Background: an optimization exercise with open tools, aiming at small area, a short achievable clock period and few clock cycles. Do not read the settings as production practice.
Function was checked by simulation only, so behaviour that the tests miss may differ from the original.

==> design.v <==
module tpx3_codec (
    input  wire        clk,
    input  wire        rst,
    input  wire        in_valid,
    output wire        in_ready,
    input  wire [7:0]  in_op,
    input  wire [47:0] in_a,
    input  wire [31:0] in_b,
    input  wire [31:0] in_c,
    input  wire [31:0] in_d,
    output wire        out_valid,
    input  wire        out_ready,
    output wire [47:0] out_res,
    output wire        out_err,
    output wire        out_amb
);
    localparam [7:0] OP_ADDR_ENC  = 8'h01;
    localparam [7:0] OP_ADDR_DEC  = 8'h02;
    localparam [7:0] OP_LFSR_STEP = 8'h08;
    localparam [7:0] OP_ENC_TOA   = 8'h10;
    localparam [7:0] OP_DEC_TOA   = 8'h11;
    localparam [7:0] OP_ENC_FTOA  = 8'h12;
    localparam [7:0] OP_DEC_FTOA  = 8'h13;
    localparam [7:0] OP_ENC_TOT   = 8'h14;
    localparam [7:0] OP_DEC_TOT   = 8'h15;
    localparam [7:0] OP_ENC_PC10  = 8'h18;
    localparam [7:0] OP_DEC_PC10  = 8'h19;
    localparam [7:0] OP_PKT_ASM   = 8'h40;
    localparam [7:0] OP_PKT_DIS   = 8'h41;
    localparam [7:0] OP_HIT_DEC   = 8'h43;
    localparam [9:0] TOT_OVV  = 10'h1FF;
    reg        s1_vld;
    reg [47:0] s1_res;       
    reg        s1_err, s1_amb;
    reg [9:0]  s1_v;         
    reg        s1_enc;       
    reg        s1_dlo;       
    reg        s1_dhi;       
    reg        s2_vld;
    reg [47:0] s2_res;
    reg        s2_err, s2_amb;
    wire adv = !s2_vld || out_ready;      
    assign in_ready  = !s1_vld || adv;
    assign out_valid = s2_vld;
    assign out_res   = s2_res;
    assign out_err   = s2_err;
    assign out_amb   = s2_amb;
    function [14:0] t1_rom(input [4:0] k);
        case (k)
            5'd1: t1_rom = 15'd16063;
            5'd2: t1_rom = 15'd14711;
            5'd3: t1_rom = 15'd3507;
            5'd4: t1_rom = 15'd22589;
            5'd5: t1_rom = 15'd14062;
            5'd6: t1_rom = 15'd19944;
            5'd7: t1_rom = 15'd2918;
            5'd8: t1_rom = 15'd12757;
            5'd9: t1_rom = 15'd7902;
            5'd10: t1_rom = 15'd21626;
            5'd11: t1_rom = 15'd5994;
            5'd12: t1_rom = 15'd29010;
            5'd13: t1_rom = 15'd1733;
            5'd14: t1_rom = 15'd11101;
            5'd15: t1_rom = 15'd19408;
            5'd16: t1_rom = 15'd12202;
            5'd17: t1_rom = 15'd29865;
            5'd18: t1_rom = 15'd6581;
            5'd19: t1_rom = 15'd8559;
            5'd20: t1_rom = 15'd24090;
            5'd21: t1_rom = 15'd20724;
            5'd22: t1_rom = 15'd17243;
            5'd23: t1_rom = 15'd4829;
            5'd24: t1_rom = 15'd387;
            5'd25: t1_rom = 15'd26242;
            5'd26: t1_rom = 15'd28324;
            5'd27: t1_rom = 15'd26945;
            5'd28: t1_rom = 15'd24845;
            5'd29: t1_rom = 15'd18345;
            5'd30: t1_rom = 15'd31312;
            5'd31: t1_rom = 15'd9907;
            default: t1_rom = 15'bxxxxxxxxxxxxxxx;
        endcase
    endfunction
    function [5:0] t2_rom(input [6:0] k);
        case (k)
            7'd1: t2_rom = 6'd0;
            7'd5: t2_rom = 6'd7;
            7'd6: t2_rom = 6'd5;
            7'd8: t2_rom = 6'd20;
            7'd14: t2_rom = 6'd13;
            7'd16: t2_rom = 6'd10;
            7'd21: t2_rom = 6'd26;
            7'd38: t2_rom = 6'd21;
            7'd39: t2_rom = 6'd1;
            7'd40: t2_rom = 6'd18;
            7'd45: t2_rom = 6'd29;
            7'd48: t2_rom = 6'd9;
            7'd49: t2_rom = 6'd2;
            7'd52: t2_rom = 6'd25;
            7'd54: t2_rom = 6'd32;
            7'd55: t2_rom = 6'd30;
            7'd56: t2_rom = 6'd31;
            7'd59: t2_rom = 6'd6;
            7'd60: t2_rom = 6'd22;
            7'd61: t2_rom = 6'd11;
            7'd63: t2_rom = 6'd24;
            7'd65: t2_rom = 6'd14;
            7'd73: t2_rom = 6'd19;
            7'd83: t2_rom = 6'd28;
            7'd91: t2_rom = 6'd23;
            7'd104: t2_rom = 6'd17;
            7'd105: t2_rom = 6'd27;
            7'd108: t2_rom = 6'd15;
            7'd111: t2_rom = 6'd16;
            7'd117: t2_rom = 6'd3;
            7'd121: t2_rom = 6'd4;
            7'd124: t2_rom = 6'd12;
            7'd126: t2_rom = 6'd8;
            default: t2_rom = 6'bxxxxxx;
        endcase
    endfunction
    function [19:0] enc_rom(input [4:0] k);
        case (k)
            5'd0: enc_rom = 20'd2047;
            5'd1: enc_rom = 20'd318455;
            5'd2: enc_rom = 20'd882663;
            5'd3: enc_rom = 20'd628679;
            5'd4: enc_rom = 20'd565127;
            5'd5: enc_rom = 20'd328455;
            5'd6: enc_rom = 20'd309767;
            5'd7: enc_rom = 20'd453639;
            5'd8: enc_rom = 20'd276494;
            5'd9: enc_rom = 20'd845852;
            5'd10: enc_rom = 20'd626744;
            5'd11: enc_rom = 20'd803952;
            5'd12: enc_rom = 20'd554208;
            5'd13: enc_rom = 20'd863680;
            5'd14: enc_rom = 20'd947072;
            5'd15: enc_rom = 20'd80649;
            5'd16: enc_rom = 20'd545307;
            5'd17: enc_rom = 20'd1014847;
            5'd18: enc_rom = 20'd556158;
            5'd19: enc_rom = 20'd302332;
            5'd20: enc_rom = 20'd310776;
            5'd21: enc_rom = 20'd145392;
            5'd22: enc_rom = 20'd610281;
            5'd23: enc_rom = 20'd360411;
            5'd24: enc_rom = 20'd69567;
            5'd25: enc_rom = 20'd608119;
            5'd26: enc_rom = 20'd839399;
            5'd27: enc_rom = 20'd770503;
            5'd28: enc_rom = 20'd674702;
            5'd29: enc_rom = 20'd906005;
            5'd30: enc_rom = 20'd115235;
            5'd31: enc_rom = 20'd211023;
            default: enc_rom = 20'b00000000000000000000;
        endcase
    endfunction
    function [13:0] gray2bin(input [13:0] g);
        integer i;
        begin
            gray2bin[13] = g[13];
            for (i = 12; i >= 0; i = i - 1)
                gray2bin[i] = gray2bin[i + 1] ^ g[i];
        end
    endfunction
    wire [7:0]  op = in_op;
    wire [47:0] a  = in_a;
    wire [31:0] b  = in_b;
    wire [31:0] c  = in_c;
    wire [31:0] d  = in_d;
    wire a_hi4  = |a[47:4];
    wire a_hi8  = |a[47:8];
    wire a_hi10 = |a[47:10];
    wire a_hi14 = |a[47:14];
    wire a_hi16 = |a[47:16];
    wire hdr_ok = (a[47:44] == 4'b1010);
    wire [7:0]  t1 = c[7:0];
    wire [7:0]  t2 = c[15:8];
    wire [7:0]  t3 = c[23:16];
    wire [7:0]  t4 = c[31:24];
    wire        four = (t3 != 8'd0) && (t4 != 8'd0);
    wire        step_width_bad = (b < 32'd1) || (b > 32'd16);
    wire [4:0]  w5 = b[4:0];
    wire        step_taps_bad = ({24'd0, t1} >= b) || ({24'd0, t2} >= b) ||
                                (four && (({24'd0, t3} >= b) || ({24'd0, t4} >= b)));
    wire [16:0] step_mask = (17'd1 << w5) - 17'd1;
    wire        step_reg_bad = ({31'd0, a[16:0]} > {15'd0, step_mask}) || (a[47:17] != 31'd0);
    wire [15:0] sreg = a[15:0];
    wire        step_fb = sreg[t1[3:0]] ^ sreg[t2[3:0]] ^
                          (four ? (sreg[t3[3:0]] ^ sreg[t4[3:0]]) : 1'b0);
    wire [16:0] step_out = ({sreg, 1'b0} & step_mask) | {16'd0, step_fb};
    wire        is_hit  = (op == OP_HIT_DEC);
    wire [13:0] g2b_out = gray2bin(is_hit ? a[27:14] : a[13:0]);
    reg [47:0] c_res;
    reg        c_err, c_amb;
    reg [9:0]  c_v;
    reg        c_enc, c_dlo, c_dhi;
    always @* begin
        c_res = 48'd0;
        c_err = 1'b0;
        c_amb = 1'b0;
        c_v   = a[9:0];
        c_enc = 1'b0;
        c_dlo = 1'b0;
        c_dhi = 1'b0;
        case (op)
            OP_ADDR_ENC: begin
                if (a_hi8 || (|b[31:8])) c_err = 1'b1;
                else c_res[15:0] = {a[7:1], b[7:2], a[0], b[1:0]};
            end
            OP_ADDR_DEC: begin
                if (a_hi16) c_err = 1'b1;
                else c_res[15:0] = {a[15:9], a[2], a[8:3], a[1:0]};
            end
            OP_LFSR_STEP: begin
                if (step_width_bad || step_taps_bad || step_reg_bad) c_err = 1'b1;
                else c_res[15:0] = step_out[15:0];
            end
            OP_ENC_TOA: begin
                if (a_hi14) c_err = 1'b1;
                else c_res[13:0] = a[13:0] ^ {1'b0, a[13:1]};
            end
            OP_DEC_TOA: begin
                if (a_hi14) c_err = 1'b1;
                else c_res[13:0] = g2b_out;
            end
            OP_ENC_FTOA: begin
                c_res[3:0] = a_hi4 ? 4'd15 : a[3:0];
            end
            OP_DEC_FTOA: begin
                if (a_hi4) c_err = 1'b1;
                else c_res[3:0] = a[3:0];
            end
            OP_ENC_TOT, OP_ENC_PC10: begin
                if (a_hi10 || a[9:1] == 9'h1FF) c_res[9:0] = TOT_OVV;
                else c_enc = 1'b1;
            end
            OP_DEC_TOT, OP_DEC_PC10: begin
                if (a_hi10) c_err = 1'b1;
                else if (a[9:0] == 10'd0) c_amb = 1'b1;
                else c_dlo = 1'b1;
            end
            OP_PKT_ASM: begin
                if (a_hi16 || (|b[31:14]) || (|c[31:10]) || (|d[31:4])) c_err = 1'b1;
                else c_res = {4'b1010, a[15:0], b[13:0], c[9:0], d[3:0]};
            end
            OP_PKT_DIS: begin
                if (!hdr_ok) c_err = 1'b1;
                else c_res = {4'd0, a[43:0]};
            end
            OP_HIT_DEC: begin
                c_v = a[13:4];
                if ((|b[31:1]) || d[0] || !hdr_ok) c_err = 1'b1;
                else begin
                    c_res = {4'd0, a[43:37], a[30], a[36:31], a[29:28],
                             c[0] ? g2b_out : a[27:14], 10'd0, a[3:0]};
                    if (b[0] || !c[0]) c_res[13:4] = a[13:4];
                    else c_dhi = (a[13:4] != 10'd0);
                    c_amb = !b[0] && (a[13:4] == 10'd0);
                end
            end
            default: c_err = 1'b1;
        endcase
    end
    always @(posedge clk) begin
        if (rst) begin
            s1_vld <= 1'b0;
        end else if (in_ready) begin
            s1_vld <= in_valid;
        end
        if (in_ready && in_valid) begin
            s1_res <= c_res;
            s1_err <= c_err;
            s1_amb <= c_amb;
            s1_v   <= c_v;
            s1_enc <= c_enc;
            s1_dlo <= c_dlo;
            s1_dhi <= c_dhi;
        end
    end
    wire [9:0]  fa = {s1_v[6:0], s1_v[9:7]};    
    wire [4:0]  pk;
    assign pk[0] = (fa[0] & (fa[1] ^ fa[3] ^ fa[7] ^ fa[9])) ^ (fa[1] & (1'b1 ^ fa[2] ^ fa[4])) ^ (fa[2] & (fa[4] ^ fa[5] ^ fa[6])) ^ (fa[3] & (1'b1 ^ fa[4] ^ fa[6] ^ fa[8])) ^ (fa[4] & (fa[5] ^ fa[7] ^ fa[8] ^ fa[9])) ^ (fa[5] & (1'b1 ^ fa[6] ^ fa[7])) ^ (fa[6] & (1'b1 ^ fa[8] ^ fa[9])) ^ (fa[7] & (fa[9])) ^ fa[8];
    assign pk[1] = (fa[0] & (fa[1] ^ fa[2] ^ fa[6] ^ fa[8])) ^ (fa[1] & (fa[2] ^ fa[4] ^ fa[8])) ^ (fa[2] & (1'b1 ^ fa[3] ^ fa[5])) ^ (fa[3] & (fa[5] ^ fa[6] ^ fa[7])) ^ (fa[4] & (1'b1 ^ fa[5] ^ fa[7] ^ fa[9])) ^ (fa[5] & (fa[6] ^ fa[8] ^ fa[9])) ^ (fa[6] & (1'b1 ^ fa[7] ^ fa[8])) ^ (fa[7] & (1'b1 ^ fa[9])) ^ fa[9];
    assign pk[2] = (fa[0] & (fa[1] ^ fa[3] ^ fa[5] ^ fa[8])) ^ (fa[1] & (1'b1 ^ fa[3] ^ fa[4] ^ fa[6] ^ fa[7] ^ fa[8])) ^ (fa[2] & (fa[6] ^ fa[7] ^ fa[8])) ^ (fa[3] & (fa[5] ^ fa[6] ^ fa[9])) ^ fa[4] ^ (fa[5] & (1'b1 ^ fa[6] ^ fa[7] ^ fa[9])) ^ (fa[6] & (1'b1 ^ fa[7] ^ fa[8])) ^ fa[7] ^ fa[8];
    assign pk[3] = (fa[0] & (1'b1 ^ fa[2] ^ fa[3] ^ fa[6] ^ fa[8] ^ fa[9])) ^ (fa[1] & (fa[2] ^ fa[3] ^ fa[5] ^ fa[8])) ^ (fa[2] & (fa[7] ^ fa[9])) ^ (fa[3] & (fa[4] ^ fa[5] ^ fa[8] ^ fa[9])) ^ (fa[4] & (fa[6] ^ fa[7] ^ fa[9])) ^ (fa[5] & (1'b1 ^ fa[6] ^ fa[7])) ^ (fa[6] & (1'b1 ^ fa[7] ^ fa[9])) ^ (fa[8] & (fa[9])) ^ fa[9];
    assign pk[4] = (fa[0] & (fa[1] ^ fa[2] ^ fa[4] ^ fa[7] ^ fa[9])) ^ (fa[1] & (fa[6] ^ fa[8] ^ fa[9])) ^ (fa[2] & (fa[3] ^ fa[4] ^ fa[7] ^ fa[8] ^ fa[9])) ^ (fa[3] & (fa[5] ^ fa[6] ^ fa[8] ^ fa[9])) ^ (fa[4] & (1'b1 ^ fa[5] ^ fa[6] ^ fa[9])) ^ (fa[5] & (1'b1 ^ fa[6] ^ fa[8] ^ fa[9])) ^ (fa[7] & (fa[8])) ^ fa[8];
    wire [14:0] t1o = t1_rom(pk);
    wire [19:0] eo  = enc_rom(s1_v[4:0]);
    wire [19:0] eo2 = enc_rom(s1_v[9:5]);
    wire [9:0]  mx  = s1_enc ? eo[9:0]    : fa;
    wire [9:0]  my  = s1_enc ? eo2[19:10] : t1o[9:0];
    wire [9:0]  mp;
    wire mx_my_d0 = (mx[0] & my[0]);
    wire mx_my_d1 = (mx[0] & my[1]) ^ (mx[1] & my[0]);
    wire mx_my_d2 = (mx[0] & my[2]) ^ (mx[1] & my[1]) ^ (mx[2] & my[0]);
    wire mx_my_d3 = (mx[0] & my[3]) ^ (mx[1] & my[2]) ^ (mx[2] & my[1]) ^ (mx[3] & my[0]);
    wire mx_my_d4 = (mx[0] & my[4]) ^ (mx[1] & my[3]) ^ (mx[2] & my[2]) ^ (mx[3] & my[1]) ^ (mx[4] & my[0]);
    wire mx_my_d5 = (mx[0] & my[5]) ^ (mx[1] & my[4]) ^ (mx[2] & my[3]) ^ (mx[3] & my[2]) ^ (mx[4] & my[1]) ^ (mx[5] & my[0]);
    wire mx_my_d6 = (mx[0] & my[6]) ^ (mx[1] & my[5]) ^ (mx[2] & my[4]) ^ (mx[3] & my[3]) ^ (mx[4] & my[2]) ^ (mx[5] & my[1]) ^ (mx[6] & my[0]);
    wire mx_my_d7 = (mx[0] & my[7]) ^ (mx[1] & my[6]) ^ (mx[2] & my[5]) ^ (mx[3] & my[4]) ^ (mx[4] & my[3]) ^ (mx[5] & my[2]) ^ (mx[6] & my[1]) ^ (mx[7] & my[0]);
    wire mx_my_d8 = (mx[0] & my[8]) ^ (mx[1] & my[7]) ^ (mx[2] & my[6]) ^ (mx[3] & my[5]) ^ (mx[4] & my[4]) ^ (mx[5] & my[3]) ^ (mx[6] & my[2]) ^ (mx[7] & my[1]) ^ (mx[8] & my[0]);
    wire mx_my_d9 = (mx[0] & my[9]) ^ (mx[1] & my[8]) ^ (mx[2] & my[7]) ^ (mx[3] & my[6]) ^ (mx[4] & my[5]) ^ (mx[5] & my[4]) ^ (mx[6] & my[3]) ^ (mx[7] & my[2]) ^ (mx[8] & my[1]) ^ (mx[9] & my[0]);
    wire mx_my_d10 = (mx[1] & my[9]) ^ (mx[2] & my[8]) ^ (mx[3] & my[7]) ^ (mx[4] & my[6]) ^ (mx[5] & my[5]) ^ (mx[6] & my[4]) ^ (mx[7] & my[3]) ^ (mx[8] & my[2]) ^ (mx[9] & my[1]);
    wire mx_my_d11 = (mx[2] & my[9]) ^ (mx[3] & my[8]) ^ (mx[4] & my[7]) ^ (mx[5] & my[6]) ^ (mx[6] & my[5]) ^ (mx[7] & my[4]) ^ (mx[8] & my[3]) ^ (mx[9] & my[2]);
    wire mx_my_d12 = (mx[3] & my[9]) ^ (mx[4] & my[8]) ^ (mx[5] & my[7]) ^ (mx[6] & my[6]) ^ (mx[7] & my[5]) ^ (mx[8] & my[4]) ^ (mx[9] & my[3]);
    wire mx_my_d13 = (mx[4] & my[9]) ^ (mx[5] & my[8]) ^ (mx[6] & my[7]) ^ (mx[7] & my[6]) ^ (mx[8] & my[5]) ^ (mx[9] & my[4]);
    wire mx_my_d14 = (mx[5] & my[9]) ^ (mx[6] & my[8]) ^ (mx[7] & my[7]) ^ (mx[8] & my[6]) ^ (mx[9] & my[5]);
    wire mx_my_d15 = (mx[6] & my[9]) ^ (mx[7] & my[8]) ^ (mx[8] & my[7]) ^ (mx[9] & my[6]);
    wire mx_my_d16 = (mx[7] & my[9]) ^ (mx[8] & my[8]) ^ (mx[9] & my[7]);
    wire mx_my_d17 = (mx[8] & my[9]) ^ (mx[9] & my[8]);
    wire mx_my_d18 = (mx[9] & my[9]);
    assign mp[0] = mx_my_d0 ^ mx_my_d10 ^ mx_my_d17;
    assign mp[1] = mx_my_d1 ^ mx_my_d11 ^ mx_my_d18;
    assign mp[2] = mx_my_d2 ^ mx_my_d12;
    assign mp[3] = mx_my_d3 ^ mx_my_d10 ^ mx_my_d13 ^ mx_my_d17;
    assign mp[4] = mx_my_d4 ^ mx_my_d11 ^ mx_my_d14 ^ mx_my_d18;
    assign mp[5] = mx_my_d5 ^ mx_my_d12 ^ mx_my_d15;
    assign mp[6] = mx_my_d6 ^ mx_my_d13 ^ mx_my_d16;
    assign mp[7] = mx_my_d7 ^ mx_my_d14 ^ mx_my_d17;
    assign mp[8] = mx_my_d8 ^ mx_my_d15 ^ mx_my_d18;
    assign mp[9] = mx_my_d9 ^ mx_my_d16;
    wire [5:0]  jj  = t2_rom({mp[9], mp[7], mp[6], mp[5], mp[3], mp[1], mp[0]});
    wire [9:0]  dcnt = {jj[4:0], t1o[14:10]} - {4'd0, jj};
    wire [9:0]  ecnt = {mp[2:0], mp[9:3]};
    wire [9:0]  cod  = s1_enc ? ecnt : dcnt;
    always @(posedge clk) begin
        if (rst) begin
            s2_vld <= 1'b0;
        end else if (adv) begin
            s2_vld <= s1_vld;
        end
        if (adv && s1_vld) begin
            s2_res <= {s1_res[47:14],
                       s1_res[13:10] | (s1_dhi ? cod[9:6] : 4'd0),
                       s1_res[9:4]   | (s1_dhi ? cod[5:0] : 6'd0) | ((s1_dlo | s1_enc) ? cod[9:4] : 6'd0),
                       s1_res[3:0]   | ((s1_dlo | s1_enc) ? cod[3:0] : 4'd0)};
            s2_err <= s1_err;
            s2_amb <= s1_amb;
        end
    end
endmodule
==> run.sh <==
#!/bin/bash
# synth_recipe.tcl (not shown) runs the flow's synth.tcl, then flattens the netlist and writes it again
# the make line also repeats each setting of config.mk as NAME=value (left out here)
make -C /OpenROAD-flow-scripts/flow DESIGN_CONFIG=/design/flow/config.mk WORK_HOME=/design/flow/orfs CLKGATE_MAP_FILE= SYNTH_SCRIPT=/design/flow/synth_recipe.tcl finish
==> config.mk <==
export PLATFORM = sky130hd
export DESIGN_NAME = tpx3_codec
export DESIGN_NICKNAME = tpx3_codec
export VERILOG_FILES = /design/flow/design.v
export SDC_FILE = /design/flow/constraint.sdc
export NUM_CORES = 4
export LEC_CHECK = 0
export CAP_MARGIN = 20
export CORE_MARGIN = 2
export CORE_UTILIZATION = 40
export PLACE_DENSITY = 0.6
export SLEW_MARGIN = 20
==> constraint.sdc <==
create_clock -name core_clock -period 8.0 [get_ports {clk}]
set_input_delay 1.6000 -clock core_clock [delete_from_list [all_inputs] [get_ports {clk}]]
set_output_delay 1.6000 -clock core_clock [all_outputs]
set_load 0.01 [all_outputs]
==> summary.txt <==
-- final timing paths --
kind / to / slack, ps
worst min register to register: s2_amb / 420
worst max register to register: s2_res[9] / 210
worst min-delay path: s2_amb / 420
worst max-delay path: s2_res[9] / 210
-- placed cells by master (no fill, tap or decap), drive strengths merged, types with 14 or more instances in the layout --
cell           synthesis  layout
nor3                  49      49
a21o                  35      35
clkdlybuf4s50          0     205
a222oi                21      21
mux4                  20      20
a31oi                 16      16
nand3                 32      32
dfxtp                 22      22
xnor2                 99      99
nand2                136     136
nand2b                23      23
clkbuf                66      18
o21ai                 84      84
a21oi                113     113
mux2i                 25      25
and3                  15      15
a221oi                18      18
nor2b                 22      22
nor2                 167     167
ha                    99      99
o31ai                 21      21
a22o                  14      14
xnor3                 20      20
a211oi                18      18
inv                   60      69
buf                   47     183
edfxtp               107     107
xor2                  40      40
nor4                  43      43
-- kinds of logic (layout without fill, tap and decap cells) --
family	count (synthesis)	after routing	share of synthesized area
mux	49	49	0.05196
xor+xnor	165	165	0.1400
buf+inv	175	483	0.05335
simple gates	540	540	0.1822
other cells	1	3	0.0002613
fa+ha+maj	100	100	0.08770
flops	129	129	0.2546
compound gates	465	465	0.2300
-- layout make-up --
| cell class | instances | share of cell area |
|---|---|---|
| sequential | 129 | 0.1942 |
| tap | 461 | 0.03066 |
| clock inverter | 15 | 0.008844 |
| timing repair buffer | 389 | 0.1845 |
| antenna | 1 | 0.0001330 |
| clock buffer | 17 | 0.02261 |
| multi-input combinational | 1321 | 0.5468 |
| inverter | 62 | 0.01237 |
-- critical path: cells and delay by family (launching register included) --
family	cells	cell delay (ps)
compound gates	11	2160
xor+xnor	9	2760
fa+ha+maj	2	460
buf+inv	8	1100
flops	1	420
simple gates	6	630
-- registers in the layout (all words and copies together) (netlist names) --
name and count:
eo 10, eo2 10, s1_amb 1, s1_dhi 1
s1_dlo 1, s1_enc 1, s1_err 1, s1_res 45
s1_v 10, s1_vld 1, s2_amb 1, s2_err 1
s2_res 45, s2_vld 1
-- through the flow --
stage,cells,utilization,setup TNS [ps],setup WS (ps)
after floorplan,1625,-,0,821.7
after global placement,2329,0.4970,0,287.8
after detailed placement,2329,0.4970,0,176.8
after CTS,2361,0.5136,0,150.3
after global routing,2394,0.5302,-634.9,-114.4
final,2395,0.5303,0,208.8
-- what timing repair did --
action / in CTS / in global routing
endpoints found under the setup margin: 0 / 10
gates resized for setup: 0 / 64
buffers inserted: 0 / 33
-- metal layers --
metal | track usage | vias to the layer above | share of wire
met5 | 0 | - | 0
met4 | 0.09273 | 0 | 0.032
met3 | 0.04045 | 136 | 0.087
met2 | 0.4467 | 857 | 0.45
met1 | 0.4066 | 6968 | 0.43
li1 | - | 6714 | -
==> summary.txt <==
- Final Setup Violations: 0
- Detail-routed via count per cell: 6.127
- Fraction of registers with async set/reset: 0
- Max-capacitance violation count: 0
- Launching point of the worst reg2reg path: s1_v[3]
- Synthesized area divided by synthesized cell count: 8.838 um2
- Run status: no timing/DRC/antenna violations
- Count of mapped cells out of synthesis: 1,624
- First-pass detailed-route iteration total: 9
- Top area cells in the synthesized netlist: sky130_fd_sc_hd__edfxtp_1, sky130_fd_sc_hd__ha_1, sky130_fd_sc_hd__xnor2_1
- Layout filler cell count: 3,256
- Final wirelength: 55,490 um
- Library cell used as clock root buffer: sky130_fd_sc_hd__clkbuf_16
- Hold-fix buffers at CTS: 0
- Startpoint type of the worst setup path: register
- Category of the critical setup timing path: reg -> reg
- Timing-limited maximum frequency: 128.3 MHz
- Vertical die dimension: 193.4 um
- Synth Cell Area: 0.01435 mm2
- Maximum clock path buffer count: 2
- Area of all sequential standard cells: 0.003654 mm2
- Pin count of the biggest net entering global routing: 67
- Share of layout cells above drive strength 1: 0.1811
- Yosys top cell area share: 0.2239
- Most repeated library cell on the critical path: sky130_fd_sc_hd__buf_4
- Number of global-route vias before repair: 13.80k
- Netlist cell types: 102
- Initial antenna violation count: 0
- Maximum single-stage delay on the critical path: 440 ps
- Final Wtd Congestion: 0.9716
- Sequential cell area fraction in the yosys report: 0.2546
- Most frequent cells after synthesis: sky130_fd_sc_hd__nor2_1, sky130_fd_sc_hd__nand2_1, sky130_fd_sc_hd__a21oi_1, sky130_fd_sc_hd__edfxtp_1, sky130_fd_sc_hd__ha_1
- I/O pin count: 208
- H-Tree Depth: 4
- Worst slew margin: 0.3229
- Number of clock sinks: 129
- Dominant cell type by area after synthesis: sky130_fd_sc_hd__edfxtp_1
- Area overhead of the layout relative to synthesis: 31.10%
- Yosys reg bits: 129
- CP max FO: 8
- Num CTS Buffers: 17
- Minimum clock period after layout: 7791 ps
- Path category of the worst min-delay check: reg -> reg
- Number of cell rows: 69
- Half-perimeter wire length of the detailed placement result: 42,300 um
- Count of flip-flops with a built-in enable after synthesis: 107
- Initial DRC count: 1,904
- Count of vias placed by the detailed router: 14.68k
- Horiz. Die Dim: 193.4 um
- Area occupied by multi-input gates: 0.01029 mm2
- Hold Crit Depth: 0
- Critical path endpoint category: register
- Launch point of the critical path: s1_v[3]
- Critical path data required time: 8180 ps
- TritonCTS clock tree: done
- Worst clock skew: 9.641 ps
- Primary flip-flop cell chosen by synthesis mapping: sky130_fd_sc_hd__edfxtp_1
- Die area: 0.03741 mm2
- Final Hold Violating Endpoints: 0
- Fin nets: 2,176
- Slew of the pin with the lowest slew margin: 1007 ps
- Residual overflow from global routing: 0
- Cell area reported after detailed placement: 0.01763 mm2
- Cell with the most instances after synthesis: sky130_fd_sc_hd__nor2_1
- Port Buffer Count: 205
- Wire length of the first global-routing pass: 83,390 um
- Arrival time worst endpoint: 7970 ps
- Hold slack: 415.3 ps
- Crit path max-delay cell type: sky130_fd_sc_hd__xor3_2
- Yosys warns: 1
- Overall routing resource usage: 0.2858
- Reg2Reg Depth: 36
- Beginning of the worst hold path: s1_amb
- Clock latency of the later-clocked register in the worst-skew pair: 430 ps
- Post-route DRC: 0
- Routed WL per cell: 23.17 um
- Post-route cell area: 0.01882 mm2
- Initial cell density of the core: 0.4045
- Number of max-slew violations in the final report: 0
- Tcrit/Tclk final: 0.9739
- Placeable Area: 0.03548 mm2
- Antenna Nets Post-Route: 0
- Post-CTS clock slew at the launch and capture registers of the worst setup and hold paths: 70 ps
Testbench counts, summed over its fixed seeds: cycles 1,616.

-- port drivers added, routing unchanged --
No port has a modelled driver above. Below, the same layout with a new extraction and two added sets of constraints.
Step 1 (the two cells are an assumption about what drives the block):
set clk [get_ports {clk}]
set_driving_cell -lib_cell sky130_fd_sc_hd__clkbuf_16 $clk
set_driving_cell -lib_cell sky130_fd_sc_hd__buf_2 [delete_from_list [all_inputs] $clk]
Step 2, shift: input delay + t, output delay - t, t = (earliest + latest rising clock arrival at the registers) / 2. This alone moves slack from input paths to output paths.
Slacks: no drivers / after step 1 / after step 2; pairs: no drivers / after step 1.
shift t [ns]: 0.473
setup slack, ns: 0.209 / 0.209 / 0.209
worst setup path after step 2: register to register
latest minus earliest clock arrival (ns): 0.012 / 0.012
cell pins on the clock port's net: 1
After both steps this run still meets setup and hold. For this run, drivers alone change the setup slack by 0.000 ns; drivers and shift together by 0.000 ns.
